From an optimization exercise on the open Yosys and OpenROAD flow, aimed at small area, a short achievable clock period and few clock cycles per item; shortcuts taken in it are not production practice.
Function was checked by simulation only, so behaviour that the tests miss may differ from the original.
No activity file was given, so power comes from the tool's default toggle rates.

==> design.v <==
module permcore (
    input  wire         clk,
    input  wire         rst,           
    input  wire         cmd_valid,
    output wire         cmd_ready,
    input  wire [162:0] cmd,
    output reg          rsp_valid,
    output reg  [1:0]   rsp_status,
    output reg  [63:0]  rsp_data
);
    localparam [1:0] PH_EMPTY = 2'd0, PH_SEEDED = 2'd1, PH_BUILT = 2'd2;
    localparam [1:0] ST_OK = 2'd0, ST_ILLEGAL = 2'd1, ST_PHASE = 2'd2;
    parameter  UPS  = 8;           
    localparam NSTG = 64 / UPS;   
    wire [2:0]  op    = cmd[2:0];
    wire [63:0] cmd_x = cmd[66:3];
    wire [31:0] cmd_a = cmd[98:67];
    wire [31:0] cmd_b = cmd[130:99];
    wire [31:0] cmd_c = cmd[162:131];
    function [63:0] rev64;
        input [63:0] x;
        integer i;
        begin
            for (i = 0; i < 64; i = i + 1) rev64[i] = x[63 - i];
        end
    endfunction
    function [63:0] rotl;
        input [63:0] x;
        input [5:0]  r;
        reg   [63:0] y;
        begin
            y = x;
            y = r[0] ? {y[62:0], y[63]}    : y;
            y = r[1] ? {y[61:0], y[63:62]} : y;
            y = r[2] ? {y[59:0], y[63:60]} : y;
            y = r[3] ? {y[55:0], y[63:56]} : y;
            y = r[4] ? {y[47:0], y[63:48]} : y;
            y = r[5] ? {y[31:0], y[63:32]} : y;
            rotl = y;
        end
    endfunction
    function [63:0] window;
        input [7:0] lo;
        input [7:0] hi;
        integer j;
        begin
            for (j = 0; j < 64; j = j + 1) window[j] = (j >= lo) && (j <= hi);
        end
    endfunction
    reg        rdy;
    reg [1:0]  phase;
    reg        building;
    reg [7:0]  bc;
    assign cmd_ready = rdy;
    wire acc = cmd_valid & rdy;
    wire ok_gload = (op == 3'd1) && (phase == PH_EMPTY);
    wire ok_gadv  = (op == 3'd2) && (phase == PH_SEEDED);
    wire ok_build = (op == 3'd3) && (phase == PH_SEEDED);
    wire is_mix   = (op == 3'd4) || (op == 3'd5);
    wire ok_mix   = is_mix && (phase == PH_BUILT);
    wire illegal  = (op == 3'd0) || (op == 3'd6) || (op == 3'd7);
    always @(posedge clk) begin
        if (rst) begin
            rdy      <= 1'b1;
            phase    <= PH_EMPTY;
            building <= 1'b0;
        end else begin
            if (acc && ok_gload) phase <= PH_SEEDED;
            if (acc && ok_build) begin
                phase    <= PH_BUILT;
                building <= 1'b1;
                rdy      <= 1'b0;
            end
            if (building) begin
                if (bc == 8'd127) rdy <= 1'b1;
                if (bc == 8'd128) building <= 1'b0;
            end
        end
    end
    always @(posedge clk)
        if (acc && ok_build) bc <= 8'd0;
        else if (building)   bc <= bc + 8'd1;
    reg [6:0]  ra, rb, rc;
    reg [63:0] state;
    reg        gz;                     
    reg [41:0] g_rot;
    reg [55:0] g_lo, g_hi;
    wire [5:0] A = ra[5:0], B = rb[5:0], Cs = rc[5:0];
    wire eA = ~ra[6], eB = ~rb[6], eC = ~rc[6];
    wire [7:0] A8 = {2'b0, A}, B8 = {2'b0, B}, C8 = {2'b0, Cs};
    wire [7:0] amb  = (A >= B) ? A8 - B8 : 8'd0;             
    wire [7:0] hi67 = (Cs >= B) ? 8'd63 : 8'd63 - B8 + C8;   
    wire       zz   = (ra == 7'd0) || (rb == 7'd0) || (rc == 7'd0);
    always @(posedge clk) begin
        gz <= zz;
        g_rot <= {A - B + Cs, Cs - B, A + Cs, Cs, A - B, 6'd0 - B, A};
        g_lo  <= {(zz | ~(eA & eB & eC)) ? 8'hff : C8 + amb,
                  (zz | ~(eB & eC))      ? 8'hff : C8,
                  (zz | ~(eA & eC))      ? 8'hff : A8 + C8,
                  (zz | ~eC)             ? 8'hff : C8,
                  (zz | ~(eA & eB))      ? 8'hff : amb,
                  (zz | ~eB)             ? 8'hff : 8'd0,
                  (zz | ~eA)             ? 8'hff : A8};
        g_hi  <= {hi67, hi67, 8'd63, 8'd63, 8'd63 - B8, 8'd63 - B8, 8'd63};
    end
    reg [63:0] g_out;
    integer t;
    always @(*) begin
        g_out = state & {64{~gz}};
        for (t = 0; t < 7; t = t + 1)
            g_out = g_out ^ (rotl(state, g_rot[6*t +: 6]) & window(g_lo[8*t +: 8], g_hi[8*t +: 8]));
    end
    reg [NSTG-1:0] p_val, p_act, p_dir, p_keep, p_an, p_ad;
    reg [2*NSTG-1:0] p_st;
    reg [64*NSTG-1:0] p_v;
    reg [NSTG-1:0] p_gadv;
    wire gstep = (p_val[0] & p_gadv[0]) | (building & ~bc[7]);
    always @(posedge clk) begin
        if (acc && ok_gload) begin
            state <= cmd_x;
            ra <= {|cmd_a[31:6], cmd_a[5:0]};
            rb <= {|cmd_b[31:6], cmd_b[5:0]};
            rc <= {|cmd_c[31:6], cmd_c[5:0]};
        end else if (gstep)
            state <= g_out;
    end
    reg [4095:0] tbl;        
    reg [63:0]   C, Cp;
    wire        b_load = building & bc[0] & ~bc[7];             
    wire        b_xor  = building & ~bc[0] & (bc != 8'd0);      
    wire [5:0]  bj     = bc[6:1];
    reg  [63:0] below, above;
    integer q;
    always @(*)
        for (q = 0; q < 64; q = q + 1) begin
            below[q] = (q < bj);
            above[q] = (q > bj);
        end
    always @(posedge clk) begin
        if (acc && ok_build) begin
            C  <= 64'd0;
            Cp <= 64'd0;
        end else if (b_load) begin
            C  <= C  ^ (~state & above);
            Cp <= Cp ^ (~state & below);
        end
        if (b_load)
            tbl <= {state, tbl[4095:64]};
        else if (b_xor)
            tbl[4095:4032] <= tbl[4095:4032] ^ state;
    end
    reg [64*NSTG-1:0] seg_out;
    reg [63:0] v, o;
    reg [UPS-1:0] s, sn, sd;
    reg x;
    integer g, i, j, b, kk, qq;
    always @(*) begin
        for (g = 0; g < NSTG; g = g + 1) begin
            v = p_v[64*g +: 64];
            for (i = 0; i < UPS; i = i + 1) begin
                kk = UPS*g + i;
                x = v[kk];
                for (j = 0; j < i; j = j + 1) begin
                    qq = UPS*g + j;
                    x = x ^ (s[j] & ((p_an[g] & tbl[64*qq + kk]) | (p_ad[g] & tbl[64*(63-qq) + 63 - kk])));
                end
                s[i]  = x;
                sn[i] = x & p_an[g];
                sd[i] = x & p_ad[g];
            end
            for (b = 0; b < 64; b = b + 1) begin
                o[b] = v[b];
                if (b >= UPS*g && b < UPS*(g+1))
                    o[b] = s[b - UPS*g];
                for (j = 0; j < UPS; j = j + 1) begin
                    qq = UPS*g + j;
                    if (!(b >= UPS*g && b < UPS*(g+1) && qq <= b))
                        o[b] = o[b] ^ ((sn[j] & tbl[64*qq + b]) | (sd[j] & tbl[64*(63-qq) + 63 - b]));
                end
            end
            seg_out[64*g +: 64] = o;
        end
    end
    wire [63:0] x_map   = cmd_x ^ C;
    wire [63:0] x_unmap = rev64(cmd_x ^ Cp);
    wire [63:0] last    = seg_out[64*(NSTG-1) +: 64];
    always @(posedge clk) begin
        if (rst) begin
            p_val     <= {NSTG{1'b0}};
            rsp_valid <= 1'b0;
        end else begin
            p_val     <= {p_val[NSTG-2:0], acc};
            rsp_valid <= p_val[NSTG-1];
        end
        p_st   <= {p_st[2*NSTG-3:0], illegal ? ST_ILLEGAL :
                   (ok_gload | ok_gadv | ok_build | ok_mix) ? ST_OK : ST_PHASE};
        p_act  <= {p_act[NSTG-2:0], ok_mix};
        p_dir  <= {p_dir[NSTG-2:0], op[0]};
        p_an   <= {p_an[NSTG-2:0], ok_mix & ~op[0]};
        p_ad   <= {p_ad[NSTG-2:0], ok_mix & op[0]};
        p_gadv <= {p_gadv[NSTG-2:0], ok_gadv};
        p_keep <= {p_keep[NSTG-2:0], ok_gadv};
        p_v[63:0] <= op[0] ? x_unmap : x_map;
        p_v[127:64] <= seg_out[63:0];
        p_v[191:128] <= p_gadv[1] ? state : seg_out[127:64];
        p_v[64*NSTG-1:192] <= seg_out[64*(NSTG-1)-1:128];
        rsp_status <= p_st[2*NSTG-1 -: 2];
        rsp_data   <= p_act[NSTG-1] ? (p_dir[NSTG-1] ? rev64(last) ^ C : last ^ Cp)
                    : (p_keep[NSTG-1] ? last : 64'd0);
    end
endmodule
==> run.sh <==
#!/bin/bash
# synth_recipe.tcl (not shown) runs the flow's synth.tcl, then flattens the netlist and writes it again
# the make line also repeats each setting of config.mk as NAME=value (left out here)
make -C /OpenROAD-flow-scripts/flow DESIGN_CONFIG=/design/flow/config.mk WORK_HOME=/design/flow/orfs CLKGATE_MAP_FILE= SYNTH_SCRIPT=/design/flow/synth_recipe.tcl finish
==> config.mk <==
export PLATFORM = sky130hd
export DESIGN_NAME = permcore
export DESIGN_NICKNAME = permcore
export VERILOG_FILES = /design/flow/design.v
export SDC_FILE = /design/flow/constraint.sdc
export NUM_CORES = 8
export LEC_CHECK = 0
export CAP_MARGIN = 20
export CORE_MARGIN = 2
export CORE_UTILIZATION = 40
export SLEW_MARGIN = 20
==> constraint.sdc <==
create_clock -name core_clock -period 12.0 [get_ports {clk}]
set_input_delay 2.4000 -clock core_clock [delete_from_list [all_inputs] [get_ports {clk}]]
set_output_delay 2.4000 -clock core_clock [all_outputs]
set_load 0.01 [all_outputs]
==> results of run 1 <==
==> Yosys cell counts, types with 33 or more instances <==
cell,instances
nor4_1,79
buf_2,47
dfxtp_1,883
a211oi_1,233
a21oi_1,600
o221ai_1,63
edfxtp_1,4180
inv_1,87
nor2_1,1754
buf_1,242
mux2i_1,343
nand2_1,1410
a2111oi_0,83
a21oi_2,38
clkbuf_1,1607
nand2b_1,52
xnor2_1,4218
a22o_1,599
and2_1,54
o21ai_0,912
xor2_1,583
or3_1,92
a22oi_1,3319
mux2_2,331
nor2b_1,95
o211ai_1,47
nor3_1,183
ha_1,33
nand3_1,156
mux4_2,686
==> worst min path at each step <==
stage,slack [ns],to
2_1_floorplan,0.31,p_act[1]$_DFF_P_
3_3_place_gp,0.31,p_dir[1]$_DFF_P_
3_5_place_dp,0.31,p_st[15]$_DFF_P_
4_1_cts,0.33,p_st[15]$_DFF_P_
5_1_grt,0.33,p_st[15]$_DFF_P_
6_report,0.32,p_st[15]$_DFF_P_
==> registers in the layout (all words and copies together) (netlist names), 13 cells and up <==
signal and flops:
rsp_data 64, Cp 63, g_rot 42, tbl 4095, p_v 512, state 64, p_st 16, C 64
g_hi 13, g_lo 45
==> worst reg2reg max path, cell delays in order, from the launching register on <==
cell	delay, ns
dfxtp_4	0.85
a22oi_2	0.23
or3_1	0.38
and2_1	0.22
o32ai_2	0.43
a2111oi_0	0.20
nor4_1	0.75
nor4_4	0.16
buf_12	0.22
o21ai_4	1.08
buf_4	0.63
a211oi_1	0.23
a211oi_1	0.31
xnor2_1	0.12
xnor2_1	0.47
xnor2_1	0.20
o221ai_1	0.17
==> area by class of cell <==
type / instances / area share [%]
sequential: 5063 / 46.5
multi-input combinational: 16400 / 41.2
clock buffer: 792 / 5.13
tap: 9210 / 3.74
timing repair buffer: 826 / 2.33
clock inverter: 264 / 0.846
inverter: 109 / 0.134
antenna: 110 / 0.0893
==> power breakdown <==
part	switching, mW	internal (mW)
Clock	7.68	9.88
Combinational	4.30	2.70
Sequential	0.500	19.2
==> per-stage QoR <==
step | power, mW | hold slack, ns | util (%) | std cells | area (µm²)
2_1_floorplan | 24.4 | 0.310 | - | 23500 | 277000
3_3_place_gp | 26.8 | 0.310 | 42.0 | 31600 | 289000
3_5_place_dp | 26.8 | 0.312 | 42.0 | 31600 | 290000
4_1_cts | 44.3 | 0.325 | 44.7 | 32600 | 308000
5_1_grt | 45.4 | 0.328 | 44.7 | 32700 | 308000
6_report | 44.3 | 0.325 | 44.7 | 32800 | 308000
==> kinds of logic (layout without fill, tap and decap cells) <==
logic type,count (synthesis),count (layout),share of synthesized area [%]
mux,1360,1360,8.17
fa+ha+maj,39,39,0.193
buf+inv,2018,1991,2.79
flops,5063,5063,51.7
xor+xnor,4815,4815,15.3
other cells,0,110,0
simple gates,4026,4026,6.14
compound gates,6143,6143,15.7
==> per-layer routing <==
layer | vias up | part of all wire, %
met3 | 2286 | 12
met1 | 108000 | 41
met4 | 48 | 4.5
met5 | - | 0.090
met2 | 13800 | 42
li1 | 87100 | -
==> cells in the final DEF (no fill, tap or decap), drive strengths merged, types with 121 or more instances in the layout <==
cell type      synthesis  routed
a211oi               234     234
a21oi                638     638
a22o                 599     599
a22oi               3321    3321
buf                  302     593
clkbuf              1607     792
clkdlybuf4s50          0     232
clkinv                14     217
dfxtp                883     883
edfxtp              4180    4180
inv                   95     121
mux2                 331     331
mux2i                343     343
mux4                 686     686
nand2               1411    1411
nand3                157     157
nor2                1754    1754
nor3                 185     185
o21ai                924     924
xnor2               4229    4229
xor2                 583     583
==> run summary, run 1 <==
Status: finished with violations
SO Viols: antenna violations, max-capacitance violations, max-slew violations
Num CTS Buffers: 568
Relative slew slack: -1.93%
Area growth from synthesis to layout: 11.4%
Clock Skew: 0.0773 ns
Critical-path maximum fanout: 66
Initial antenna violation count: 112
Vias in the first global route: 198k
CP max stage cell: o21ai_4
Hold_buf cts: 0
Setup Viol. Count Final: 0
# port buffers: 233
DP HPWL: 738000 µm
Leakage: 88.0 nW
GP Congestion: 1.04
Max Root-Sink Buffers: 4
Final Max Tran Viols: 8
Max incr delay on CP: 0.92 ns
CP endpoint: rsp_data[57]$_DFF_P_
RSZ-0062 raised after global routing: false
Fraction of layout cells with a size suffix above 1: 11.8%
Synth Instances: 23.5k
Leading area contributor after synthesis: edfxtp_1
Setup WS post-layout: 5.20 ns
Most used routing layer: met2
Detail Route Antenna Nets: 6
Synth Flop Type: edfxtp_1
Most frequent CP cell: xnor2_1
Mapped Avg Cell Area: 11.8 µm²
Hold Path Origin: p_st[13]$_DFF_P_
Seq cells post-synth: 5063
Die area: 699000 µm²
Critical Path RT: 12.91 ns
Fillcell total: 62.6k
Via-per-instance ratio: 6.44
Minimum clock period: 6.80 ns
Area of the multi-input gates: 127000 µm²
Area share of the largest cell type after synthesis: 45.3%
Pin count of the biggest net entering global routing: 207
Pwr per Cell Area: 144 nW/µm²
Clock sink count: 5063
Cells along the critical path: a22oi_2 -> or3_1 -> and2_1 -> o32ai_2 -> a2111oi_0 -> nor4_1 -> nor4_4 -> buf_12 -> o21ai_4 -> buf_4 -> a211oi_1 -> a211oi_1 -> xnor2_1 -> xnor2_1 -> xnor2_1 -> o221ai_1
R2R Path End: rsp_data[57]$_DFF_P_
Clk slew on worst S/H paths: 0.06 ns
Buffers & Inverters on Critical Path: 2
Drt pass-1 iters: 10
Post-synth net total: 23.7k
WP depth: 16
Fmax: 147 MHz
Max-cap violations: 1
Setup crit end kind: flop
Final TNS setup: 0 ns
Synth area leaders: edfxtp_1 45%, xnor2_1 13%, a22oi_1 9.0%
Register area: 143000 µm²
Avg WL per Cell: 33.4 µm
Cell variety after synth: 96
Grt met2 use: 42.8%
Reg2reg start: p_an[7]$_DFF_P_
First-pass GRT wire length: 1540000 µm
Hold Crit Depth: 0
Worst skew pair latency: 1.12 ns
Worst setup path category: flop to flop
Cells on worst reg2reg path: 16
Drt drc: 0
Slew @ Worst Pin: 1.52 ns
Grt ovf: 0
Ys async rst share: 0%
Final Hold Viols: 0
All-Layer GR Usage: 29.9%
Mapped Area: 277000 µm²
Worst Setup Start Kind: flop
Global Route met3 Usage: 8.71%
H-Tree Level Count: 6
Die span in y: 836 µm
Post-CTS setup buffers: 0
Met1 GRT Util: 42.6%
Pre-CTS WS: 5.43 ns
Worst VDD drop: 163 µV
Row count: 305
CTS tree: built
Initial DRC Count: 32.0k
Final period utilization: 56.6%
Hold Path Class: flop to flop
I/O pin count: 234
Post-synth EDFFs: 4180
Final WL: 1100000 µm
CTS root buf: clkbuf_16
Nets: 23.2k
Synth Warn #: 1
Sequential element share of the synthesized area: 51.7%
Worst reg-to-reg setup slack: 5.20 ns
Die span in x: 836 µm
Starting Density: 40.1%
Routed vias: 211k
Critical Path AT: 7.71 ns
Crit path from: p_an[7]$_DFF_P_
Post-cts sizing count: 0
Delay-heaviest family, CP: compound AO/OA/AOI/OAI gates
Core Area: 690000 µm²
Testbench counts, summed over its fixed seeds: cycles 3,160, items 2,048.
==> run 2, diff against run 1 <==
--- a/design.v
+++ b/design.v
@@ -12,4 +12,4 @@
     localparam [1:0] ST_OK = 2'd0, ST_ILLEGAL = 2'd1, ST_PHASE = 2'd2;
-    parameter  UPS  = 8;           
-    localparam NSTG = 64 / UPS;   
+    parameter  UPS  = 4;           
+    localparam NSTG = (64 + UPS - 1) / UPS;   
     wire [2:0]  op    = cmd[2:0];
@@ -19,9 +19,2 @@
     wire [31:0] cmd_c = cmd[162:131];
-    function [63:0] rev64;
-        input [63:0] x;
-        integer i;
-        begin
-            for (i = 0; i < 64; i = i + 1) rev64[i] = x[63 - i];
-        end
-    endfunction
     function [63:0] rotl;
@@ -155,12 +148,16 @@
     reg x;
-    integer g, i, j, b, kk, qq;
+    integer g, i, j, b, kk, qq, lo;
     always @(*) begin
         for (g = 0; g < NSTG; g = g + 1) begin
+            lo = UPS*g;
             v = p_v[64*g +: 64];
-            for (i = 0; i < UPS; i = i + 1) begin
-                kk = UPS*g + i;
-                x = v[kk];
+            s = {UPS{1'b0}};
+            sn = {UPS{1'b0}};
+            sd = {UPS{1'b0}};
+            for (i = 0; i < UPS; i = i + 1) if (UPS*g + i < 64) begin
+                kk = lo + i;
+                x = p_dir[g] ? v[63-kk] : v[kk];
                 for (j = 0; j < i; j = j + 1) begin
-                    qq = UPS*g + j;
-                    x = x ^ (s[j] & ((p_an[g] & tbl[64*qq + kk]) | (p_ad[g] & tbl[64*(63-qq) + 63 - kk])));
+                    qq = lo + j;
+                    x = x ^ (s[j] & (p_dir[g] ? tbl[64*(63-qq) + 63 - kk] : tbl[64*qq + kk]));
                 end
@@ -172,8 +169,6 @@
                 o[b] = v[b];
-                if (b >= UPS*g && b < UPS*(g+1))
-                    o[b] = s[b - UPS*g];
-                for (j = 0; j < UPS; j = j + 1) begin
-                    qq = UPS*g + j;
-                    if (!(b >= UPS*g && b < UPS*(g+1) && qq <= b))
-                        o[b] = o[b] ^ ((sn[j] & tbl[64*qq + b]) | (sd[j] & tbl[64*(63-qq) + 63 - b]));
+                for (j = 0; j < UPS; j = j + 1) if (UPS*g + j < 64) begin
+                    qq = lo + j;
+                    o[b] = o[b] ^ ((sn[j] & (b != qq) & tbl[64*qq + b])
+                                 | (sd[j] & (b != 63 - qq) & tbl[64*(63-qq) + b]));
                 end
@@ -183,5 +178,3 @@
     end
-    wire [63:0] x_map   = cmd_x ^ C;
-    wire [63:0] x_unmap = rev64(cmd_x ^ Cp);
-    wire [63:0] last    = seg_out[64*(NSTG-1) +: 64];
+    wire [63:0] last = seg_out[64*(NSTG-1) +: 64];
     always @(posedge clk) begin
@@ -202,3 +195,3 @@
         p_keep <= {p_keep[NSTG-2:0], ok_gadv};
-        p_v[63:0] <= op[0] ? x_unmap : x_map;
+        p_v[63:0] <= cmd_x ^ (op[0] ? Cp : C);
         p_v[127:64] <= seg_out[63:0];
@@ -207,3 +200,3 @@
         rsp_status <= p_st[2*NSTG-1 -: 2];
-        rsp_data   <= p_act[NSTG-1] ? (p_dir[NSTG-1] ? rev64(last) ^ C : last ^ Cp)
+        rsp_data   <= p_act[NSTG-1] ? last ^ (p_dir[NSTG-1] ? C : Cp)
                     : (p_keep[NSTG-1] ? last : 64'd0);
==> flow/run.sh (new file) <==
#!/bin/bash
# The standard layout, with timing repair aimed well below the clock period:
# repair_timing works until every path has SETUP_SLACK_MARGIN ns of slack.
set -euo pipefail
bash standard.sh SETUP_SLACK_MARGIN=8.0 finish > flow_standard.log 2>&1
==> standard.sh (new file) <==
#!/bin/bash
# synth_recipe.tcl (not shown) runs the flow's synth.tcl, then flattens the netlist and writes it again
# the make line also repeats each setting of config.mk as NAME=value (left out here)
make -C /OpenROAD-flow-scripts/flow DESIGN_CONFIG=/design/flow/config.mk WORK_HOME=/design/flow/orfs CLKGATE_MAP_FILE= SYNTH_SCRIPT=/design/flow/synth_recipe.tcl "${@:-finish}"
--- a/config.mk
+++ b/config.mk
@@ -7,5 +7,5 @@
 export LEC_CHECK = 0
-export CAP_MARGIN = 20
+export CAP_MARGIN = 30
 export CORE_MARGIN = 2
-export CORE_UTILIZATION = 40
-export SLEW_MARGIN = 20
+export CORE_UTILIZATION = 55
+export SLEW_MARGIN = 30
removed: run.sh
==> run 2 against run 1 <==
Against the previous run:
- fails the layout checks on antenna violations
- utilization rose by 18 points
- combinational power rose by 15%
- worst hold slack got worse by 0.0015 ns
- clock-buffer cell count rose by 51
- sequential cell count rose by 576
- clock power rose by 7%
- cell area rose by 4.8%
- largest power group unchanged
==> run summary, run 2 <==
Slew @ Worst Pin: 1.15 ns (-0.372 ns)
CP endpoint: state[41]$_DFFE_PP_
Sequential element share of the synthesized area: 54.3% (+2.6 points)
Hold_buf cts: 0 (unchanged)
H-Tree Level Count: 6 (unchanged)
Reg2reg start: state[6]$_DFFE_PP_
Largest register by flop count: tbl
Cells on worst reg2reg path: 11 (-5)
I/O pin count: 234 (unchanged)
Mapped Avg Cell Area: 12.8 µm² (+8.8%)
R2R Path End: state[41]$_DFFE_PP_
Final Hold Viols: 0 (unchanged)
Pwr per Cell Area: 152 nW/µm² (+6.2%)
Dpl cells: 28.2k (-11%)
Largest regs: tbl (4095), p_v (1024)
Leakage: 97.6 nW (+11%)
Worst setup path category: flop to flop
Area of placed instances: 295000 µm² (+1.8%)
Post-synth net total: 22.4k (-5.4%)
Relative slew slack: 23.0% (+25 points)
Die span in x: 724 µm (-13%)
Worst skew pair latency: 1.13 ns (about the same)
Pre-CTS WS: 5.97 ns (+0.546 ns)
Max reg flops: 4095 (unchanged)
Top cells by count, synth: 4377 x xnor2_1, 4180 x edfxtp_1, 4014 x a22oi_1
Setup crit end kind: flop
RSZ-0062 raised after global routing: true
Critical Path RT: 12.84 ns (-0.07 ns)
Commonest non-fill, non-tap cell in the layout: xnor2_1
Hold_ws: 0.323 ns (-0.00147 ns)
Die span in y: 724 µm (-13%)
All-Layer GR Usage: 43.2% (+13 points)
Fmax: 233 MHz (+58%)
Util after Layout: 62.5% (+18 points)
Area share of the largest cell type after synthesis: 44.1% (-1.3 points)
Max-cap violations: 0 (-1)
Fraction of layout cells with a size suffix above 1: 16.0% (+4.2 points)
Vias in the first global route: 198k (+0.095%)
Final period utilization: 35.7% (-21 points)
Worst VDD drop: 162 µV (-0.60%)
Crit path from: state[6]$_DFFE_PP_
# port buffers: 233 (unchanged)
Detail Route Antenna Nets: 5 (-1)
Final cell count without fillers: 29.7k (-9.3%)
Critical Path AT: 5.13 ns (-2.58 ns)
Max Root-Sink Buffers: 4 (unchanged)
Grt ovf: 0 (unchanged)
Clock sink count: 5639 (+11%)
Final WL: 1180000 µm (+8.1%)
Final TNS setup: 0 ns (unchanged)
Avg WL per Cell: 39.9 µm (+19%)
Setup Viol. Count Final: 0 (unchanged)
Most common cell in the netlist: xnor2_1
Initial DRC Count: 38.7k (+21%)
Synth Warn #: 1 (unchanged)
Final Max Tran Viols: 0 (-8)
Critical-path maximum fanout: 21 (-68%)
Hold Path Class: flop to flop
GP Congestion: 1.11 (+7.1%)
Via-per-instance ratio: 7.26 (+13%)
Synth Flop Type: edfxtp_1
Pin count of the biggest net entering global routing: 184 (-11%)
DP HPWL: 794000 µm (+7.5%)
Post-synth EDFFs: 4180 (unchanged)
Total power: 49.3 mW (+11%)
Most frequent cells in the layout: 4227 x xnor2_1, 4180 x edfxtp_1, 4007 x a22oi_1
Final instance area: 323000 µm² (+4.8%)
Ys async rst share: 0% (unchanged)
Leading area contributor after synthesis: edfxtp_1
Initial antenna violation count: 129 (+15%)
Worst reg-to-reg setup slack: 7.71 ns (+2.51 ns)
Core Area: 517000 µm² (-25%)
Area growth from synthesis to layout: 13.4%
Cell variety after synth: 90 (-6.3%)
Row count: 264 (-13%)
Die area: 524000 µm² (-25%)
Mapped Area: 285000 µm² (+2.9%)
Num CTS Buffers: 596 (+4.9%)
Setup WS post-layout: 7.71 ns (+2.51 ns)
Synth area leaders: edfxtp_1 44%, xnor2_1 13%, a22oi_1 11%
Synth Instances: 22.2k (-5.4%)
Drt drc: 0 (unchanged)
Status: finished with violations
First-pass GRT wire length: 1600000 µm (+4.2%)
Clk slew on worst S/H paths: 0.06 ns (about the same)
Seq cells post-synth: 5639 (+11%)
Worst Setup Start Kind: flop
Routed vias: 216k (+2.2%)
CTS root buf: clkbuf_16
SO Viols: antenna violations
Nets: 22.3k (-3.7%)
Minimum clock period: 4.29 ns (-2.51 ns)
Clock Skew: 0.0721 ns (-0.00526 ns)
Starting Density: 55.2% (+15 points)
Drt pass-1 iters: 9 (-1)
CTS tree: built
-- run 2: cell types whose count changed in the layout (fill, tap and decap cells not counted), sizes merged, moves of 132 or more --
cell   delta
xor2    -395
a22o    -493
nand2   -588
buf     +242
nor2   -1131
mux2i   +371
xnor3   +132
o22ai   +154
dfxtp   +576
a22oi   +694
a21oi   -246
o21ai   -496
xnor2   +148
-- run 2: report_power, final --
| group | internal (mW) | switching, mW | leakage (nW) | total, mW |
|---|---|---|---|---|
| combinational | 3.35 | 4.73 | 41.6 | 8.08 |
| sequential | 21.5 | 0.722 | 46.4 | 22.3 |
| clock | 10.6 | 8.31 | 9.64 | 18.9 |
-- run 2: cell families (layout without fill, tap and decap cells) --
| family | Yosys count | count (layout) | synth area share, % |
|---|---|---|---|
| AO/OA/AOI/OAI | 5796 | 5796 | 14.6 |
| XOR/XNOR | 4700 | 4700 | 15.1 |
| adder cells (fa/ha/maj) | 39 | 39 | 0.187 |
| buffers and inverters | 1834 | 2240 | 2.54 |
| flip-flops | 5639 | 5639 | 54.3 |
| multiplexers | 1702 | 1702 | 9.15 |
| other | 0 | 177 | 0 |
| AND/OR/NAND/NOR | 2478 | 2500 | 4.11 |
-- run 2: critical path, stage by stage (launching register included) --
cell      delay [ns]
edfxtp_1        0.41
buf_6           0.21
buf_12          0.19
mux4_2          0.58
mux4_2          0.60
mux2i_2         0.39
nand2_1         0.10
o211ai_1        0.24
xor2_1          0.31
xnor2_1         0.20
xnor2_2         0.52
a21oi_1         0.17
-- run 2: worst min path at each step --
stage                  startpoint            endpoint  cells after the start
2_1_floorplan    p_act[9]$_DFF_P_   p_act[10]$_DFF_P_                      0
3_3_place_gp     p_st[24]$_DFF_P_    p_st[26]$_DFF_P_                      0
3_5_place_dp     p_st[15]$_DFF_P_    p_st[17]$_DFF_P_                      0
4_1_cts        p_keep[12]$_DFF_P_  p_keep[13]$_DFF_P_                      0
5_1_grt        p_keep[14]$_DFF_P_  p_keep[15]$_DFF_P_                      0
6_report         p_st[13]$_DFF_P_    p_st[15]$_DFF_P_                      0
-- run 2: metal layers --
layer	global-route usage, %	wire, µm
met5	0.550	1020
met4	20.3	73400
met3	18.0	185000
met2	60.2	484000
met1	58.4	441000
-- run 2: area by class of cell --
type	count	area (µm²)
Antenna cell	177	443
Tap cell	6916	8650
Timing Repair inverter	8	55.1
Sequential cell	5639	155000
Clock buffer	843	16900
Clock inverter	267	2900
Timing Repair Buffer	1023	11200
Multi-Input combinational cell	14700	128000
Fill cell	39600	193000
Inverter	99	445
-- run 2: what timing repair did --
item                                    in CTS  in global routing
buffers inserted                           127                 82
resized for setup                         1129                422
pin swaps                                  111                159
endpoints found under the setup margin    3918               1453
cloned                                      37                 17
Testbench counts of run 2, summed over its fixed seeds: cycles 3,224, items 2,048.
==> run 3, diff against run 2 <==
==> flow/run.sh (replaced) <==
#!/bin/bash
# The standard layout, with timing repair aimed well below the clock period
# (repair_timing works until every path has SETUP_SLACK_MARGIN ns of slack)
# and an extra antenna repair with a margin after global routing.
set -euo pipefail
export POST_GLOBAL_ROUTE_TCL="$PWD/flow/grt_post.tcl"
bash standard.sh SETUP_SLACK_MARGIN=8.0 finish > flow_standard.log 2>&1
==> flow/grt_post.tcl (new file) <==
repair_antennas -iterations 5 -ratio_margin 30
check_placement -verbose
check_antennas
--- a/config.mk
+++ b/config.mk
@@ -9,3 +9,3 @@
 export CORE_MARGIN = 2
-export CORE_UTILIZATION = 55
+export CORE_UTILIZATION = 45
 export SLEW_MARGIN = 30
==> run 3 against run 2 <==
Against the previous run:
- still fails the layout checks on antenna violations
- worst hold slack worse by 0.0086 ns
- global-route usage shrank 7.6 points
- utilization decreased by 11 points
- cell area rose by 1.0%
==> run summary, run 3 <==
Status: finished with violations
SO Viols: antenna violations
Critical Path AT: 5.19 ns (+0.06 ns)
CTS tree: built
Final Max Tran Viols: 0 (unchanged)
Pin count of the biggest net entering global routing: 179 (-2.7%)
Post-synth net total: 22.4k (unchanged)
Routed vias: 211k (-2.0%)
CTS root buf: clkbuf_16
H-Tree Level Count: 6 (unchanged)
Worst Setup Start Kind: flop
Largest regs: tbl (4095), p_v (1024)
Cells on worst reg2reg path: 12 (+1)
Post-synth EDFFs: 4180 (unchanged)
Avg WL per Cell: 38.1 µm (-4.3%)
Grt ovf: 0 (unchanged)
Minimum clock period: 4.39 ns (+0.0990 ns)
Reg2reg start: state[7]$_DFFE_PP_
CP max stage cell: o211ai_1
Synth Instances: 22.2k (unchanged)
Worst VDD drop: 169 µV (+4.2%)
Buffers & Inverters on Critical Path: 3 (+1)
Final TNS setup: 0 ns (unchanged)
Most frequent cells in the layout: 4226 x xnor2_1, 4180 x edfxtp_1, 4006 x a22oi_1
Setup crit end kind: flop
Total power: 49.6 mW (+0.79%)
Starting Density: 45.1% (-10 points)
Fmax: 228 MHz (-2.3%)
Max incr delay on CP: 0.80 ns (+0.20 ns)
Register area: 155000 µm² (about the same)
Vias in the first global route: 197k (-0.13%)
First-pass GRT wire length: 1620000 µm (+1.3%)
Pwr per Cell Area: 152 nW/µm² (-0.26%)
Synth Flop Type: edfxtp_1
Sequential element share of the synthesized area: 54.3% (unchanged)
Worst skew pair latency: 1.15 ns (+0.02 ns)
Critical Path RT: 12.80 ns (-0.04 ns)
Relative slew slack: 24.3% (+1.2 points)
I/O pin count: 234 (unchanged)
Hold Path Class: flop to flop
Largest register by flop count: tbl
Via-per-instance ratio: 6.77 (-6.7%)
Top cells by count, synth: 4377 x xnor2_1, 4180 x edfxtp_1, 4014 x a22oi_1
Max reg flops: 4095 (unchanged)
Clock Skew: 0.110 ns (+0.0384 ns)
Most common cell in the netlist: xnor2_1
Die span in y: 800 µm (+10%)
Hold_buf cts: 0 (unchanged)
Post-CTS setup buffers: 127 (unchanged)
CP endpoint: state[33]$_DFFE_PP_
Max-cap violations: 0 (unchanged)
Max Root-Sink Buffers: 4 (unchanged)
Synth Warn #: 1 (unchanged)
Nets: 22.3k (+0.13%)
Delay-heaviest family, CP: compound AO/OA/AOI/OAI gates
Initial antenna violation count: 122 (-5.4%)
Die area: 640000 µm² (+22%)
Seq cells post-synth: 5639 (unchanged)
Cell variety after synth: 90 (unchanged)
Synth area leaders: edfxtp_1 44%, xnor2_1 13%, a22oi_1 11%
All-Layer GR Usage: 35.6% (-7.6 points)
Area of the multi-input gates: 128000 µm² (+0.60%)
WP depth: 12 (+1)
Core Area: 632000 µm² (+22%)
Setup Viol. Count Final: 0 (unchanged)
Worst reg-to-reg setup slack: 7.61 ns (-0.10 ns)
Initial DRC Count: 34.8k (-10%)
Final period utilization: 36.6% (+0.82 points)
Ys async rst share: 0% (unchanged)
Mapped Avg Cell Area: 12.8 µm² (unchanged)
Final Hold Viols: 0 (unchanged)
Post-cts sizing count: 1307 (+16%)
Critical-path maximum fanout: 7 (-67%)
Cells along the critical path: buf_12 -> buf_16 -> buf_12 -> mux4_2 -> mux2_4 -> o22ai_4 -> nor2_2 -> o211ai_1 -> xnor2_1 -> xnor2_1 -> xnor2_2 -> a21oi_1
Final WL: 1190000 µm (+0.42%)
Fillcell total: 53.3k (+34%)
Drt drc: 0 (unchanged)
Num CTS Buffers: 614 (+3.0%)
Commonest non-fill, non-tap cell in the layout: xnor2_1
Detail Route Antenna Nets: 4 (-1)
Worst setup path category: flop to flop
GP Congestion: 1.04 (-6.0%)
R2R Path End: state[33]$_DFFE_PP_
DP HPWL: 809000 µm (+1.9%)
Leading area contributor after synthesis: edfxtp_1
Slew @ Worst Pin: 1.13 ns (-0.0145 ns)
Area share of the largest cell type after synthesis: 44.1% (unchanged)
Leakage: 98.1 nW (+0.50%)
Area growth from synthesis to layout: 14.6%
Crit path from: state[7]$_DFFE_PP_
Clk slew on worst S/H paths: 0.06 ns (about the same)
# port buffers: 233 (unchanged)
Row count: 292 (+11%)
Die span in x: 800 µm (+10%)
Drt pass-1 iters: 7 (-2)
Clock sink count: 5639 (unchanged)
Mapped Area: 285000 µm² (unchanged)
Fraction of layout cells with a size suffix above 1: 16.8% (+0.83 points)
run 3: cell count changes in the layout (fill, tap and decap cells not counted), moves of 17 or more:
cell,before,now
buf_6,154,186
dfxtp_1,1373,1356
nor2_1,600,575
clkbuf_8,80,102
diode_2,177,140
mux2i_4,53,85
nor2_2,15,35
clkinv_1,74,53
buf_12,99,79
mux2i_1,579,542
run 3: layer usage:
metal	up-vias	GRT usage (%)	routed length, µm
met3	2773	8.81	136000
met5	-	0.0675	419
met1	109000	48.9	467000
li1	84900	-	-
met2	14800	53.2	520000
met4	62	16.2	65800
run 3: final cells by class:
type / instances / area share, %
clock inverter: 261 / 0.866
timing repair inverter: 3 / 0.00766
multi-input combinational: 14700 / 39.3
timing repair buffer: 1047 / 3.51
clock buffer: 888 / 5.38
antenna: 140 / 0.107
inverter: 99 / 0.138
tap: 8379 / 3.21
sequential: 5639 / 47.4
run 3: kinds of logic (layout without fill, tap and decap cells):
logic type	count (synthesis)	count (layout)	share of synthesized area, %
adders and majority gates	39	39	0.187
AOI/OAI and AO/OA	5796	5796	14.6
xor gates and xnor gates	4700	4700	15.1
and+or+nand+nor	2478	2493	4.11
DFF	5639	5639	54.3
muxes	1702	1702	9.15
buffers and inverters	1834	2298	2.54
other	0	140	0
run 3: report_power, final:
group	internal [mW]	switching [mW]
Clock	10.9	8.44
Sequential	21.5	0.732
Combinational	3.36	4.62
run 3: worst min-delay path by stage:
stage	slack, ns	to	cells after the start	startpoint
floorplan	0.31	p_act[10]$_DFF_P_	0	p_act[9]$_DFF_P_
global placement	0.31	p_act[9]$_DFF_P_	0	p_act[8]$_DFF_P_
detailed placement	0.31	p_act[14]$_DFF_P_	0	p_act[13]$_DFF_P_
CTS	0.32	p_act[4]$_DFF_P_	0	p_act[3]$_DFF_P_
finish	0.31	p_act[4]$_DFF_P_	0	p_act[3]$_DFF_P_
run 3: metrics by stage:
step                cells  worst slack (ns)  utilization (%)  hold WS, ns  area, µm²
finish              31200              7.61             51.7        0.315     327000
CTS                 30900              7.79             51.1        0.316     323000
detailed placement  29600              5.77             47.0        0.312     297000
global placement    29600              5.79             46.9        0.310     296000
floorplan           22200            -0.492                -        0.310     285000
==> run 4, diff against run 3 <==
--- a/design.v
+++ b/design.v
@@ -21,13 +21,22 @@
         input [63:0] x;
-        input [5:0]  r;
-        reg   [63:0] y;
+        input [11:0] sel;
+        reg   [63:0] y, z;
+        integer l, i;
         begin
             y = x;
-            y = r[0] ? {y[62:0], y[63]}    : y;
-            y = r[1] ? {y[61:0], y[63:62]} : y;
-            y = r[2] ? {y[59:0], y[63:60]} : y;
-            y = r[3] ? {y[55:0], y[63:56]} : y;
-            y = r[4] ? {y[47:0], y[63:48]} : y;
-            y = r[5] ? {y[31:0], y[63:32]} : y;
+            for (l = 0; l < 3; l = l + 1) begin
+                for (i = 0; i < 64; i = i + 1)
+                    z[i] = (y[i] & sel[4*l])
+                         | (y[(i + 64 - (1 << (2*l))) % 64] & sel[4*l + 1])
+                         | (y[(i + 64 - 2 * (1 << (2*l))) % 64] & sel[4*l + 2])
+                         | (y[(i + 64 - 3 * (1 << (2*l))) % 64] & sel[4*l + 3]);
+                y = z;
+            end
             rotl = y;
+        end
+    endfunction
+    function [11:0] onehot3;
+        input [5:0] r;
+        begin
+            onehot3 = {4'b0001 << r[5:4], 4'b0001 << r[3:2], 4'b0001 << r[1:0]};
         end
@@ -78,3 +87,3 @@
     reg        gz;                     
-    reg [41:0] g_rot;
+    reg [83:0] g_rot;
     reg [55:0] g_lo, g_hi;
@@ -88,3 +97,4 @@
         gz <= zz;
-        g_rot <= {A - B + Cs, Cs - B, A + Cs, Cs, A - B, 6'd0 - B, A};
+        g_rot <= {onehot3(A - B + Cs), onehot3(Cs - B), onehot3(A + Cs), onehot3(Cs),
+                  onehot3(A - B), onehot3(6'd0 - B), onehot3(A)};
         g_lo  <= {(zz | ~(eA & eB & eC)) ? 8'hff : C8 + amb,
@@ -103,9 +113,13 @@
         for (t = 0; t < 7; t = t + 1)
-            g_out = g_out ^ (rotl(state, g_rot[6*t +: 6]) & window(g_lo[8*t +: 8], g_hi[8*t +: 8]));
-    end
-    reg [NSTG-1:0] p_val, p_act, p_dir, p_keep, p_an, p_ad;
-    reg [2*NSTG-1:0] p_st;
+            g_out = g_out ^ (rotl(state, g_rot[12*t +: 12]) & window(g_lo[8*t +: 8], g_hi[8*t +: 8]));
+    end
+    reg [NSTG-1:0]    p_val, p_an, p_ad;
+    reg [2*NSTG-1:0]  p_st;
     reg [64*NSTG-1:0] p_v;
-    reg [NSTG-1:0] p_gadv;
-    wire gstep = (p_val[0] & p_gadv[0]) | (building & ~bc[7]);
+    reg [1:0]         q_val, q_gadv;
+    reg [3:0]         q_st;
+    wire       built = (phase == PH_BUILT);
+    wire [1:0] st_in = illegal ? ST_ILLEGAL :
+                       (ok_gload | ok_gadv | ok_build | ok_mix) ? ST_OK : ST_PHASE;
+    wire gstep = (q_val[0] & q_gadv[0]) | (building & ~bc[7]);
     always @(posedge clk) begin
@@ -158,6 +172,6 @@
                 kk = lo + i;
-                x = p_dir[g] ? v[63-kk] : v[kk];
+                x = p_ad[g] ? v[63-kk] : v[kk];
                 for (j = 0; j < i; j = j + 1) begin
                     qq = lo + j;
-                    x = x ^ (s[j] & (p_dir[g] ? tbl[64*(63-qq) + 63 - kk] : tbl[64*qq + kk]));
+                    x = x ^ (s[j] & (p_ad[g] ? tbl[64*(63-qq) + 63 - kk] : tbl[64*qq + kk]));
                 end
@@ -182,22 +196,19 @@
             p_val     <= {NSTG{1'b0}};
+            q_val     <= 2'b00;
             rsp_valid <= 1'b0;
         end else begin
-            p_val     <= {p_val[NSTG-2:0], acc};
-            rsp_valid <= p_val[NSTG-1];
-        end
-        p_st   <= {p_st[2*NSTG-3:0], illegal ? ST_ILLEGAL :
-                   (ok_gload | ok_gadv | ok_build | ok_mix) ? ST_OK : ST_PHASE};
-        p_act  <= {p_act[NSTG-2:0], ok_mix};
-        p_dir  <= {p_dir[NSTG-2:0], op[0]};
+            p_val     <= {p_val[NSTG-2:0], acc & built};
+            q_val     <= {q_val[0], acc & ~built};
+            rsp_valid <= p_val[NSTG-1] | q_val[1];
+        end
+        p_st   <= {p_st[2*NSTG-3:0], st_in};
         p_an   <= {p_an[NSTG-2:0], ok_mix & ~op[0]};
         p_ad   <= {p_ad[NSTG-2:0], ok_mix & op[0]};
-        p_gadv <= {p_gadv[NSTG-2:0], ok_gadv};
-        p_keep <= {p_keep[NSTG-2:0], ok_gadv};
+        q_st   <= {q_st[1:0], st_in};
+        q_gadv <= {q_gadv[0], ok_gadv};
         p_v[63:0] <= cmd_x ^ (op[0] ? Cp : C);
-        p_v[127:64] <= seg_out[63:0];
-        p_v[191:128] <= p_gadv[1] ? state : seg_out[127:64];
-        p_v[64*NSTG-1:192] <= seg_out[64*(NSTG-1)-1:128];
-        rsp_status <= p_st[2*NSTG-1 -: 2];
-        rsp_data   <= p_act[NSTG-1] ? last ^ (p_dir[NSTG-1] ? C : Cp)
-                    : (p_keep[NSTG-1] ? last : 64'd0);
+        p_v[64*NSTG-1:64] <= seg_out[64*(NSTG-1)-1:0];
+        rsp_status <= p_val[NSTG-1] ? p_st[2*NSTG-1 -: 2] : q_st[3:2];
+        rsp_data   <= ({64{p_val[NSTG-1] & (p_an[NSTG-1] | p_ad[NSTG-1])}} & (last ^ (p_ad[NSTG-1] ? C : Cp)))
+                    | ({64{q_val[1] & q_gadv[1]}} & state);
     end
==> flow/run.sh (replaced) <==
#!/bin/bash
# The standard layout, with timing repair aimed well below the clock period
# (repair_timing works until every path has SETUP_SLACK_MARGIN ns of slack)
# and extra antenna repair after global and after detailed routing.
set -euo pipefail
export POST_GLOBAL_ROUTE_TCL="$PWD/flow/grt_post.tcl"
export POST_DETAIL_ROUTE_TCL="$PWD/flow/drt_post.tcl"
bash standard.sh SETUP_SLACK_MARGIN=7.9 MAX_REPAIR_ANTENNAS_ITER_DRT=1 finish > flow_standard.log 2>&1
==> flow/drt_post.tcl (new file) <==
# After detailed routing and ORFS's own antenna loop: while antenna
# violations remain, add diodes (with a margin) and route again.
set my_iter 0
while { [check_antennas] && $my_iter < 8 } {
  repair_antennas -ratio_margin 30
  detailed_route {*}$::all_args
  incr my_iter
}
==> flow/grt_post.tcl (replaced) <==
repair_antennas -iterations 5 -ratio_margin 50
check_placement -verbose
check_antennas
--- a/config.mk
+++ b/config.mk
@@ -9,3 +9,5 @@
 export CORE_MARGIN = 2
-export CORE_UTILIZATION = 45
+export CORE_UTILIZATION = 55
+export CTS_CLUSTER_DIAMETER = 100
+export CTS_CLUSTER_SIZE = 24
 export SLEW_MARGIN = 30
==> run 4 against run 3 <==
Against the previous run:
- utilization grew 8.1 points
- critical path type unchanged
- non-clock buffer count shrank 113
- highest routed layer unchanged
- the run now finishes clean
- synthesized cell count grew 6.7%
==> run summary, run 4 <==
Mapped Area: 282000 µm² (-1.0%)
Hold_buf cts: 0 (unchanged)
Setup crit end kind: flop
Post-cts sizing count: 740 (-43%)
Simple-gate area share of the yosys netlist: 3.68% (-0.44 points)
Synth Flop Type: edfxtp_1
Fillcell total: 41.0k (-23%)
Critical Path AT: 5.14 ns (-0.05 ns)
Clock Skew: 0.0618 ns (-0.0487 ns)
Worst setup path category: flop to flop
Grt ovf: 0 (unchanged)
Core Area: 510000 µm² (-19%)
Final TNS setup: 0 ns (unchanged)
Top cells by count, synth: 4740 x xnor2_1, 4567 x a22oi_1, 4180 x edfxtp_1
Clk slew on worst S/H paths: 0.10 ns (+0.04 ns)
Row count: 262 (-10%)
I/O pin count: 234 (unchanged)
Die area: 518000 µm² (-19%)
Fmax: 229 MHz (+0.44%)
R2R Path End: state[36]$_DFFE_PP_
Reg2reg start: state[52]$_DFFE_PP_
Final cell count without fillers: 30.2k (-3.2%)
Initial DRC Count: 47.2k (+36%)
Synth Instances: 23.7k (+6.7%)
CTS tree: built
Final Max Tran Viols: 0 (unchanged)
Die span in y: 720 µm (-10%)
Worst VDD drop: 129 µV (-24%)
Drt pass-1 iters: 14 (+7)
Routed vias: 225k (+6.5%)
Nets: 23.2k (+3.8%)
First-pass GRT wire length: 1620000 µm (about the same)
Max-cap violations: 0 (unchanged)
Initial antenna violation count: 123 (+0.82%)
Synth area leaders: edfxtp_1 45%, xnor2_1 15%, a22oi_1 12%
All-Layer GR Usage: 43.6% (+8.0 points)
Clock sink count: 5637 (-0.035%)
Setup WS post-layout: 7.63 ns (+0.0191 ns)
Final Hold Viols: 0 (unchanged)
Pre-CTS WS: 6.12 ns (+0.347 ns)
Largest regs: tbl (4095), p_v (1024), g_rot (84)
Slew @ Worst Pin: 1.20 ns (+0.0711 ns)
Leakage: 86.2 nW (-12%)
Mapped Avg Cell Area: 11.9 µm² (-7.3%)
Starting Density: 55.3% (+10 points)
Max Root-Sink Buffers: 4 (unchanged)
Fraction of layout cells with a size suffix above 1: 7.90% (-8.9 points)
Worst reg-to-reg setup slack: 7.63 ns (+0.02 ns)
Leading area contributor after synthesis: edfxtp_1
Critical Path RT: 12.77 ns (-0.03 ns)
Avg WL per Cell: 39.4 µm (+3.2%)
Status: finished clean
Hold endpoint: p_st[26]$_DFF_P_
Synth Area in XOR/XNOR: 15.5% (+0.42 points)
Largest family of logic cells by synthesized area: compound AO/OA/AOI/OAI gates
Worst Setup Start Kind: flop
Most frequent cells in the layout: 4581 x xnor2_1, 4567 x a22oi_1, 4180 x edfxtp_1
Cell variety after synth: 85 (-5.6%)
Largest register by flop count: tbl
Pwr per Cell Area: 135 nW/µm² (-11%)
Detail Route Antenna Nets: 0 (-4)
Drt drc: 0 (unchanged)
Vias in the first global route: 202k (+2.4%)
Seq cells post-synth: 5637 (-0.035%)
Cells on worst reg2reg path: 11 (-1)
Area growth from synthesis to layout: 8.15%
Num CTS Buffers: 281 (-54%)
Max reg flops: 4095 (unchanged)
Ys async rst share: 0% (unchanged)
Minimum clock period: 4.37 ns (-0.0191 ns)
H-Tree Level Count: 5 (-1)
Die span in x: 720 µm (-10%)
Hold Crit Depth: 0 (unchanged)
DP HPWL: 810000 µm (about the same)
Most common cell in the netlist: xnor2_1
Setup Viol. Count Final: 0 (unchanged)
Commonest non-fill, non-tap cell in the layout: xnor2_1
Worst skew pair latency: 1.03 ns (-0.12 ns)
Sequential element share of the synthesized area: 54.9% (+0.55 points)
Final period utilization: 36.4% (-0.16 points)
Adder-Cell Fraction of Synth Area: 0.189% (+0.0020 points)
Hold Path Origin: p_st[24]$_DFF_P_
Relative slew slack: 19.2% (-5.0 points)
Critical-path maximum fanout: 18 (+11)
# port buffers: 233 (unchanged)
Mux cell area share after synthesis: 0.545% (-8.6 points)
Pin count of the biggest net entering global routing: 188 (+5.0%)
Post-CTS setup buffers: 47 (-63%)
Area share of the largest cell type after synthesis: 44.5% (+0.46 points)
Synth Warn #: 1 (unchanged)
Final WL: 1190000 µm (about the same)
Dpl cells: 29.3k (-1.2%)
Post-synth net total: 23.9k (+6.6%)
Post-synth EDFFs: 4180 (unchanged)
Via-per-instance ratio: 7.45 (+10%)
Compound-Gate Fraction of Synth Area: 22.3% (+7.7 points)
GP Congestion: 1.07 (+2.5%)
Hold Path Class: flop to flop
CTS root buf: clkbuf_16
[run 4: cell types whose count changed after synthesis, sizes merged, moves of 297 or more]
| cell | previous run | this run |
|---|---|---|
| mux2i | 714 | 149 |
| mux2 | 301 | 4 |
| a22o | 106 | 1060 |
| mux4 | 687 | 0 |
| nand4 | 26 | 429 |
| o21ai | 428 | 1999 |
| a22oi | 4015 | 4616 |
| xnor2 | 4377 | 4740 |
| nand2 | 823 | 470 |
[run 4: metrics by stage]
step | power (mW) | hold slack, ns | cell area [µm²] | util [%]
6_report | 41.1 | 0.335 | 305000 | 59.8
4_1_cts | 40.6 | 0.331 | 302000 | 59.3
2_1_floorplan | 26.9 | 0.310 | 282000 | -
3_5_place_dp | 29.6 | 0.312 | 291000 | 57.1
3_3_place_gp | 29.6 | 0.310 | 290000 | 57.0
[run 4: where the power goes]
group	leakage (nW)	switching [mW]	total, mW	internal [mW]
clock	4.03	6.65	11.3	4.63
sequential	46.7	0.823	22.3	21.5
combinational	35.5	4.57	7.47	2.89
total	86.2	12.0	41.1	29.0
[run 4: kinds of logic after synthesis]
group,Yosys count
buf+inv,2023
flops,5637
fa+ha+maj,39
xor+xnor,4958
compound gates,8864
mux,153
simple gates,2003
[run 4: per-layer routing]
metal	vias to the layer above	share of wire [%]	global-route usage, %
met5	-	0.25	1.58
met4	141	5.4	19.4
met3	3179	17	20.0
met2	18800	40	58.0
met1	113000	38	60.3
li1	89900	-	-
[run 4: worst max-delay path, cell delays in order, from the launching register on]
cell,delay (ns)
edfxtp_1,0.36
buf_4,0.37
buf_8,0.41
a22o_1,0.27
o21ai_0,0.14
nand4_1,0.30
a22oi_1,0.13
a211oi_1,0.52
xor2_1,0.52
xnor2_1,0.34
xnor2_1,0.55
a21oi_1,0.14
[run 4: final cells by class]
cell class                 count  area [µm²]  area share [%]
sequential                  5637      155000            50.8
multi-input combinational  16000      123000            40.2
timing repair buffer         934        9380            3.08
tap                         6732        8420            2.76
clock buffer                 471        7850            2.57
clock inverter                39         669           0.219
antenna                      260         651           0.213
inverter                      83         377           0.123
timing repair inverter         1        16.3         0.00533
[run 4: how the worst max path moves through the flow]
stage | to | start | slack [ns]
finish | state[36]$_DFFE_PP_ | state[52]$_DFFE_PP_ | 7.63
CTS | p_v[467]$_DFF_P_ | p_ad[6]$_DFF_P_ | 7.82
detailed placement | state[61]$_DFFE_PP_ | cmd[1] | 6.12
global placement | state[61]$_DFFE_PP_ | cmd[1] | 6.08
floorplan | C[21]$_SDFFE_PP0P_ | bc[7]$_SDFFE_PP0P_ | -0.54
Testbench counts of run 4, summed over its fixed seeds: cycles 3,224, items 2,048.
==> run 5, diff against run 4 <==
--- a/design.v
+++ b/design.v
@@ -135,3 +135,5 @@
     reg [63:0]   C, Cp;
-    wire        b_load = building & bc[0] & ~bc[7];             
+    reg         b_load;
+    always @(posedge clk)
+        b_load <= ~rst & building & ~bc[0] & (bc < 8'd127);
     wire        b_xor  = building & ~bc[0] & (bc != 8'd0);      
--- a/flow/run.sh
+++ b/flow/run.sh
@@ -7,2 +7,2 @@
 export POST_DETAIL_ROUTE_TCL="$PWD/flow/drt_post.tcl"
-bash standard.sh SETUP_SLACK_MARGIN=7.9 MAX_REPAIR_ANTENNAS_ITER_DRT=1 finish > flow_standard.log 2>&1
+bash standard.sh SETUP_SLACK_MARGIN=7.7 MAX_REPAIR_ANTENNAS_ITER_DRT=1 finish > flow_standard.log 2>&1
==> run 5 against run 4 <==
Against the previous run:
- synthesized cell count barely moved
- register-to-register slack got worse by 0.19 ns
- wire length rose by 2.4%
- synthesized area is 0.15% lower
- largest power group unchanged
- cell area down 0.14%
- via count is 0.44% higher
- utilization hardly changed
- worst hold slack got worse by 0.016 ns
- setup slack worse by 0.19 ns
- combinational power barely moved
- largest cell class unchanged
- highest routed layer unchanged
==> run summary, run 5 <==
Status: finished clean
Cells along the critical path: buf_4 -> a22o_1 -> o21ai_0 -> and4_1 -> nand2b_1 -> a311oi_1 -> xnor2_1 -> xnor3_1 -> mux2_2
Synth Warn #: 1 (unchanged)
CTS tree: built
Worst VDD drop: 128 µV (-0.19%)
Area share of the largest cell type after synthesis: 44.6% (+0.068 points)
Drt pass-1 iters: 12 (-2)
Clock sink count: 5638 (+0.018%)
Synth Flop Type: edfxtp_1
Starting Density: 55.3% (about the same)
Die span in y: 719 µm (about the same)
Via-per-instance ratio: 7.33 (-1.7%)
WP depth: 9 (-2)
Worst reg-to-reg setup slack: 7.44 ns (-0.19 ns)
Delay-heaviest family, CP: compound AO/OA/AOI/OAI gates
Hold_buf cts: 0 (unchanged)
Buffers & Inverters on Critical Path: 1 (-1)
Relative slew slack: 17.8% (-1.4 points)
Pwr per Cell Area: 136 nW/µm² (+1.1%)
Max reg flops: 4095 (unchanged)
Mapped Area: 282000 µm² (-0.15%)
Largest regs: tbl (4095), p_v (1024), g_rot (84)
Reg2reg start: state[60]$_DFFE_PP_
Max incr delay on CP: 0.93 ns (+0.38 ns)
Leakage: 88.6 nW (+2.9%)
Cell variety after synth: 83 (-2.4%)
Top cells by count, synth: 4707 x xnor2_1, 4678 x a22oi_1, 4180 x edfxtp_1
Sequential element share of the synthesized area: 54.9% (+0.091 points)
Seq cells post-synth: 5638 (+0.018%)
Post-CTS setup buffers: 17 (-64%)
Critical Path AT: 5.33 ns (+0.19 ns)
All-Layer GR Usage: 44.9% (+1.3 points)
Most common cell in the netlist: xnor2_1
Clock Skew: 0.0710 ns (+0.00926 ns)
Mapped Avg Cell Area: 11.9 µm² (about the same)
Hold Path Class: flop to flop
Max-cap violations: 0 (unchanged)
Final WL: 1220000 µm (+2.4%)
GP Congestion: 1.13 (+6.1%)
Grt ovf: 0 (unchanged)
Ys async rst share: 0% (unchanged)
Final Hold Viols: 0 (unchanged)
Pin count of the biggest net entering global routing: 184 (-2.1%)
Clk slew on worst S/H paths: 0.09 ns (about the same)
Drt drc: 0 (unchanged)
Post-cts sizing count: 405 (-45%)
H-Tree Level Count: 5 (unchanged)
Die area: 518000 µm² (-0.15%)
Post-synth net total: 23.9k (-0.063%)
Largest register by flop count: tbl
Nets: 23.1k (-0.30%)
Cells on worst reg2reg path: 9 (-2)
Synth Instances: 23.7k (-0.063%)
Fraction of layout cells with a size suffix above 1: 6.85% (-1.1 points)
Leading area contributor after synthesis: edfxtp_1
Most frequent cells in the layout: 4678 x a22oi_1, 4659 x xnor2_1, 4180 x edfxtp_1
Commonest non-fill, non-tap cell in the layout: a22oi_1
Worst Setup Start Kind: flop
Max Root-Sink Buffers: 4 (unchanged)
Fillcell total: 41.3k (+0.91%)
Synth area leaders: edfxtp_1 45%, xnor2_1 15%, a22oi_1 12%
Hold endpoint: p_st[19]$_DFF_P_
Initial antenna violation count: 119 (-3.3%)
Setup Viol. Count Final: 0 (unchanged)
Hold Crit Depth: 0 (unchanged)
First-pass GRT wire length: 1650000 µm (+1.8%)
Num CTS Buffers: 290 (+3.2%)
Initial DRC Count: 46.7k (-1.0%)
Pre-CTS WS: 5.69 ns (-0.427 ns)
Slew @ Worst Pin: 1.22 ns (+0.0208 ns)
Vias in the first global route: 205k (+1.4%)
Core Area: 509000 µm² (about the same)
DP HPWL: 809000 µm (-0.14%)
Final period utilization: 38.0% (+1.6 points)
Die span in x: 719 µm (about the same)
CTS root buf: clkbuf_16
R2R Path End: state[36]$_DFFE_PP_
I/O pin count: 234 (unchanged)
Final Max Tran Viols: 0 (unchanged)
Hold Path Origin: p_st[17]$_DFF_P_
Final TNS setup: 0 ns (unchanged)
Total power: 41.4 mW (+0.92%)
Detail Route Antenna Nets: 0 (unchanged)
Minimum clock period: 4.56 ns (+0.194 ns)
Worst setup path category: flop to flop
Row count: 262 (unchanged)
Routed vias: 226k (+0.44%)
Critical Path RT: 12.76 ns (about the same)
Post-synth EDFFs: 4180 (unchanged)
Fmax: 219 MHz (-4.3%)
Area growth from synthesis to layout: 8.16% (about the same)
CP max stage cell: a311oi_1
# port buffers: 233 (unchanged)
Setup WS post-layout: 7.44 ns (-0.194 ns)
Avg WL per Cell: 39.5 µm (+0.27%)
Worst skew pair latency: 1.03 ns (about the same)
Critical-path maximum fanout: 22 (+4)
Setup crit end kind: flop
-- run 5: changes by cell type in the layout (fill, tap and decap cells not counted), moves of 43 or more --
cell	before	now
diode_2	260	971
a22oi_1	4567	4678
xnor2_2	145	36
buf_4	449	540
a41oi_1	146	66
xnor2_1	4581	4659
a22oi_2	49	0
buf_8	56	13
-- run 5: layer usage --
layer / track usage, % / share of wire, % / vias up
li1: - / - / 90300
met1: 59.2 / 37 / 113000
met2: 60.1 / 40 / 18900
met3: 20.8 / 16 / 3449
met4: 26.0 / 6.8 / 72
met5: 0.832 / 0.10 / -
-- run 5: where the power goes --
part	total (mW)	internal (mW)	switching (mW)
sequential	22.3	21.5	0.818
combinational	7.46	2.96	4.50
clock	11.7	4.82	6.86
total	41.4	29.3	12.2
-- run 5: worst max-delay path by stage --
stage | start | end | slack, ns
after global placement | cmd[0] | state[35]$_DFFE_PP_ | 5.69
after floorplan | b_load$_DFF_P_ | tbl[4032]$_DFFE_PP_ | -18.39
final | state[60]$_DFFE_PP_ | state[36]$_DFFE_PP_ | 7.44
after CTS | rsp_data[4]$_DFF_P_ | rsp_data[4] | 7.47
after detailed placement | cmd[0] | state[35]$_DFFE_PP_ | 5.69
-- run 5: logic make-up (layout without fill, tap and decap cells) --
kind of cell             count (synthesis)  after routing  synth area share (%)
multiplexers                           155            155                 0.554
flip-flops                            5638           5638                  54.9
AO/OA/AOI/OAI                         8823           8827                  22.1
buffers and inverters                 2073           1534                  2.96
XOR/XNOR                              4944           4944                  15.6
adder cells (fa/ha/maj)                 39             39                 0.189
other                                    0            971                     0
AND/OR/NAND/NOR                       1990           2001                  3.69
-- run 5: area by class of cell --
cell class	count	area (µm²)	share of cell area, %
Sequential cell	5638	155000	50.9
Timing Repair Buffer	919	8420	2.77
Clock buffer	474	7980	2.62
Inverter	87	334	0.110
Antenna cell	971	2430	0.798
Multi-Input combinational cell	16000	121000	39.7
Clock inverter	54	1030	0.339
Tap cell	6732	8420	2.77
-- run 5: worst register-to-register path: cells and delay by family, from the launching register on --
family                    cells  cell delay (ns)
buffers and inverters         1             0.65
and+or+nand+nor               2             0.46
xor gates and xnor gates      2             1.14
muxes                         1             0.26
AOI/OAI and AO/OA             3             1.47
DFF                           1             0.38
-- run 5: metrics by stage --
step / std cells / util, % / area [µm²] / hold slack [ns]
after floorplan: 23700 / - / 282000 / 0.310
after global placement: 29300 / 57.0 / 290000 / 0.310
after detailed placement: 29300 / 57.1 / 291000 / 0.312
after CTS: 29800 / 59.0 / 301000 / 0.322
final: 30800 / 59.8 / 305000 / 0.319
Testbench counts of run 5, summed over its fixed seeds: cycles 3,224, items 2,048.
==> run 6, diff against run 5 <==
--- a/flow/run.sh
+++ b/flow/run.sh
@@ -7,2 +7,2 @@
 export POST_DETAIL_ROUTE_TCL="$PWD/flow/drt_post.tcl"
-bash standard.sh SETUP_SLACK_MARGIN=7.7 MAX_REPAIR_ANTENNAS_ITER_DRT=1 finish > flow_standard.log 2>&1
+bash standard.sh SETUP_SLACK_MARGIN=8.1 MAX_REPAIR_ANTENNAS_ITER_DRT=1 finish > flow_standard.log 2>&1
==> run 6 against run 5 <==
Against the previous run:
- still clean on timing, DRC and antenna
- critical path depth shrank 8
- first-iteration DRC count shrank 0.49%
- register-to-register slack gained 0.39 ns
- via count is essentially flat
- cell area grew 0.47%
- combinational power grew 2%
- synthesized cell count is the same
- maximum frequency grew 8.2%
- critical path type is now flop to primary output
- highest routed layer unchanged
==> run summary, run 6 <==
Reg2reg start: state[57]$_DFFE_PP_
Routed vias: 226k (+0.042%)
GP Congestion: 1.13 (unchanged)
Post-cts sizing count: 810 (+100%)
Max Root-Sink Buffers: 4 (unchanged)
Simple-gate area share of the yosys netlist: 3.69% (unchanged)
Dpl cells: 29.3k (unchanged)
Total power: 41.6 mW (+0.32%)
Seq cells post-synth: 5638 (unchanged)
R2R Path End: state[20]$_DFFE_PP_
CTS root buf: clkbuf_16
Clock Skew: 0.0742 ns (+0.00320 ns)
Vias in the first global route: 205k (+0.20%)
Hold endpoint: p_st[19]$_DFF_P_
Status: finished clean
Hold_buf cts: 0 (unchanged)
Final Hold Viols: 0 (unchanged)
Setup crit end kind: primary output
Hold Path Origin: p_st[17]$_DFF_P_
Initial antenna violation count: 80 (-33%)
Grt ovf: 0 (unchanged)
Final Max Tran Viols: 0 (unchanged)
Post-CTS setup buffers: 69 (+52)
Pin count of the biggest net entering global routing: 184 (unchanged)
Core Area: 509000 µm² (unchanged)
Area of placed instances: 291000 µm² (unchanged)
Pwr per Cell Area: 136 nW/µm² (-0.15%)
Worst Setup Start Kind: flop
DP HPWL: 809000 µm (unchanged)
Register area: 155000 µm² (about the same)
Nets: 23.2k (+0.38%)
Critical-path maximum fanout: 1 (-95%)
Max incr delay on CP: 0.61 ns (-0.32 ns)
Minimum clock period: 4.22 ns (-0.346 ns)
Leading area contributor after synthesis: edfxtp_1
Final cell count without fillers: 30.3k (-1.6%)
Setup WS post-layout: 7.78 ns (+0.346 ns)
Largest regs: tbl (4095), p_v (1024), g_rot (84)
Pre-CTS WS: 5.69 ns (unchanged)
Final instance area: 306000 µm² (+0.47%)
Critical Path RT: 9.60 ns (-3.16 ns)
Avg WL per Cell: 40.5 µm (+2.6%)
Fmax: 237 MHz (+8.2%)
Most frequent cells in the layout: 4678 x a22oi_1, 4622 x xnor2_1, 4180 x edfxtp_1
Worst VDD drop: 128 µV (-0.63%)
Compound-Gate Fraction of Synth Area: 22.1% (unchanged)
CTS tree: built
Post-synth net total: 23.9k (unchanged)
Detail Route Antenna Nets: 0 (unchanged)
Synth Flop Type: edfxtp_1
Final WL: 1230000 µm (+0.93%)
Clk slew on worst S/H paths: 0.10 ns (about the same)
All-Layer GR Usage: 45.1% (+0.23 points)
Ys async rst share: 0% (unchanged)
Util after Layout: 60.1% (+0.28 points)
Delay-heaviest family, CP: flip-flops
Mapped Area: 282000 µm² (unchanged)
Worst reg-to-reg setup slack: 7.83 ns (+0.39 ns)
Most common cell in the netlist: xnor2_1
Synth area leaders: edfxtp_1 45%, xnor2_1 15%, a22oi_1 12%
Synth Warn #: 1 (unchanged)
Setup Viol. Count Final: 0 (unchanged)
Final period utilization: 35.1% (-2.9 points)
Starting Density: 55.3% (unchanged)
Fillcell total: 41.0k (-0.77%)
Sequential element share of the synthesized area: 54.9% (unchanged)
Worst skew pair latency: 1.04 ns (about the same)
Largest family of logic cells by synthesized area: compound AO/OA/AOI/OAI gates
Commonest non-fill, non-tap cell in the layout: a22oi_1
Max-cap violations: 0 (unchanged)
Worst setup path category: flop to primary output
Cells on worst reg2reg path: 12 (+3)
Leakage: 89.7 nW (+1.2%)
H-Tree Level Count: 5 (unchanged)
Cell variety after synth: 83 (unchanged)
Hold Path Class: flop to flop
Num CTS Buffers: 290 (unchanged)
Mapped Avg Cell Area: 11.9 µm² (unchanged)
Post-synth EDFFs: 4180 (unchanged)
Top cells by count, synth: 4707 x xnor2_1, 4678 x a22oi_1, 4180 x edfxtp_1
Buffers & Inverters on Critical Path: 1 (unchanged)
Mux cell area share after synthesis: 0.554% (unchanged)
# port buffers: 233 (unchanged)
I/O pin count: 234 (unchanged)
Critical Path AT: 1.82 ns (-3.51 ns)
First-pass GRT wire length: 1660000 µm (+0.42%)
Adder-Cell Fraction of Synth Area: 0.189% (unchanged)
Cells along the critical path: buf_6
Slew @ Worst Pin: 1.23 ns (+0.00992 ns)
Synth Instances: 23.7k (unchanged)
Final TNS setup: 0 ns (unchanged)
Max reg flops: 4095 (unchanged)
Initial DRC Count: 46.5k (-0.49%)
Die area: 518000 µm² (unchanged)
Clock sink count: 5638 (unchanged)
Area of the multi-input gates: 122000 µm² (+0.74%)
Largest register by flop count: tbl
Area growth from synthesis to layout: 8.67%
Die span in y: 719 µm (unchanged)
Relative slew slack: 16.7% (-1.2 points)
Die span in x: 719 µm (unchanged)
Drt drc: 0 (unchanged)
## run 6: cell counts after synthesis
Identical to the previous run, type by type.
## run 6: where the power goes
part / internal (mW) / switching [mW]
clock network: 4.82 / 6.86
logic: 3.02 / 4.59
registers: 21.5 / 0.804
total: 29.3 / 12.3
## run 6: routing by layer
metal  routed length, µm  track usage (%)
met5                1270             1.25
met4               89700             26.5
met3              201000             20.8
met2              486000             60.2
met1              451000             59.6
## run 6: worst max-delay path by stage
stage,startpoint,end,cells past startpoint
final,rsp_data[58]$_DFF_P_,rsp_data[58],1
after floorplan,b_load$_DFF_P_,tbl[4032]$_DFFE_PP_,5
after global placement,cmd[0],state[35]$_DFFE_PP_,6
after CTS,rsp_data[4]$_DFF_P_,rsp_data[4],1
after detailed placement,cmd[0],state[35]$_DFFE_PP_,6
## run 6: cell type report
type | count | area share, %
Inverter | 87 | 0.112
Tap cell | 6732 | 2.75
Antenna cell | 391 | 0.320
Clock buffer | 474 | 2.61
Multi-Input combinational cell | 16000 | 39.8
Sequential cell | 5638 | 50.7
Clock inverter | 54 | 0.338
Timing Repair Buffer | 996 | 3.39
## run 6: kinds of logic (layout without fill, tap and decap cells)
| family | Yosys count | after routing |
|---|---|---|
| xor gates and xnor gates | 4944 | 4944 |
| other | 0 | 391 |
| DFF | 5638 | 5638 |
| buffers and inverters | 2073 | 1611 |
| AOI/OAI and AO/OA | 8823 | 8829 |
| and+or+nand+nor | 1990 | 2009 |
| muxes | 155 | 155 |
| adders and majority gates | 39 | 39 |
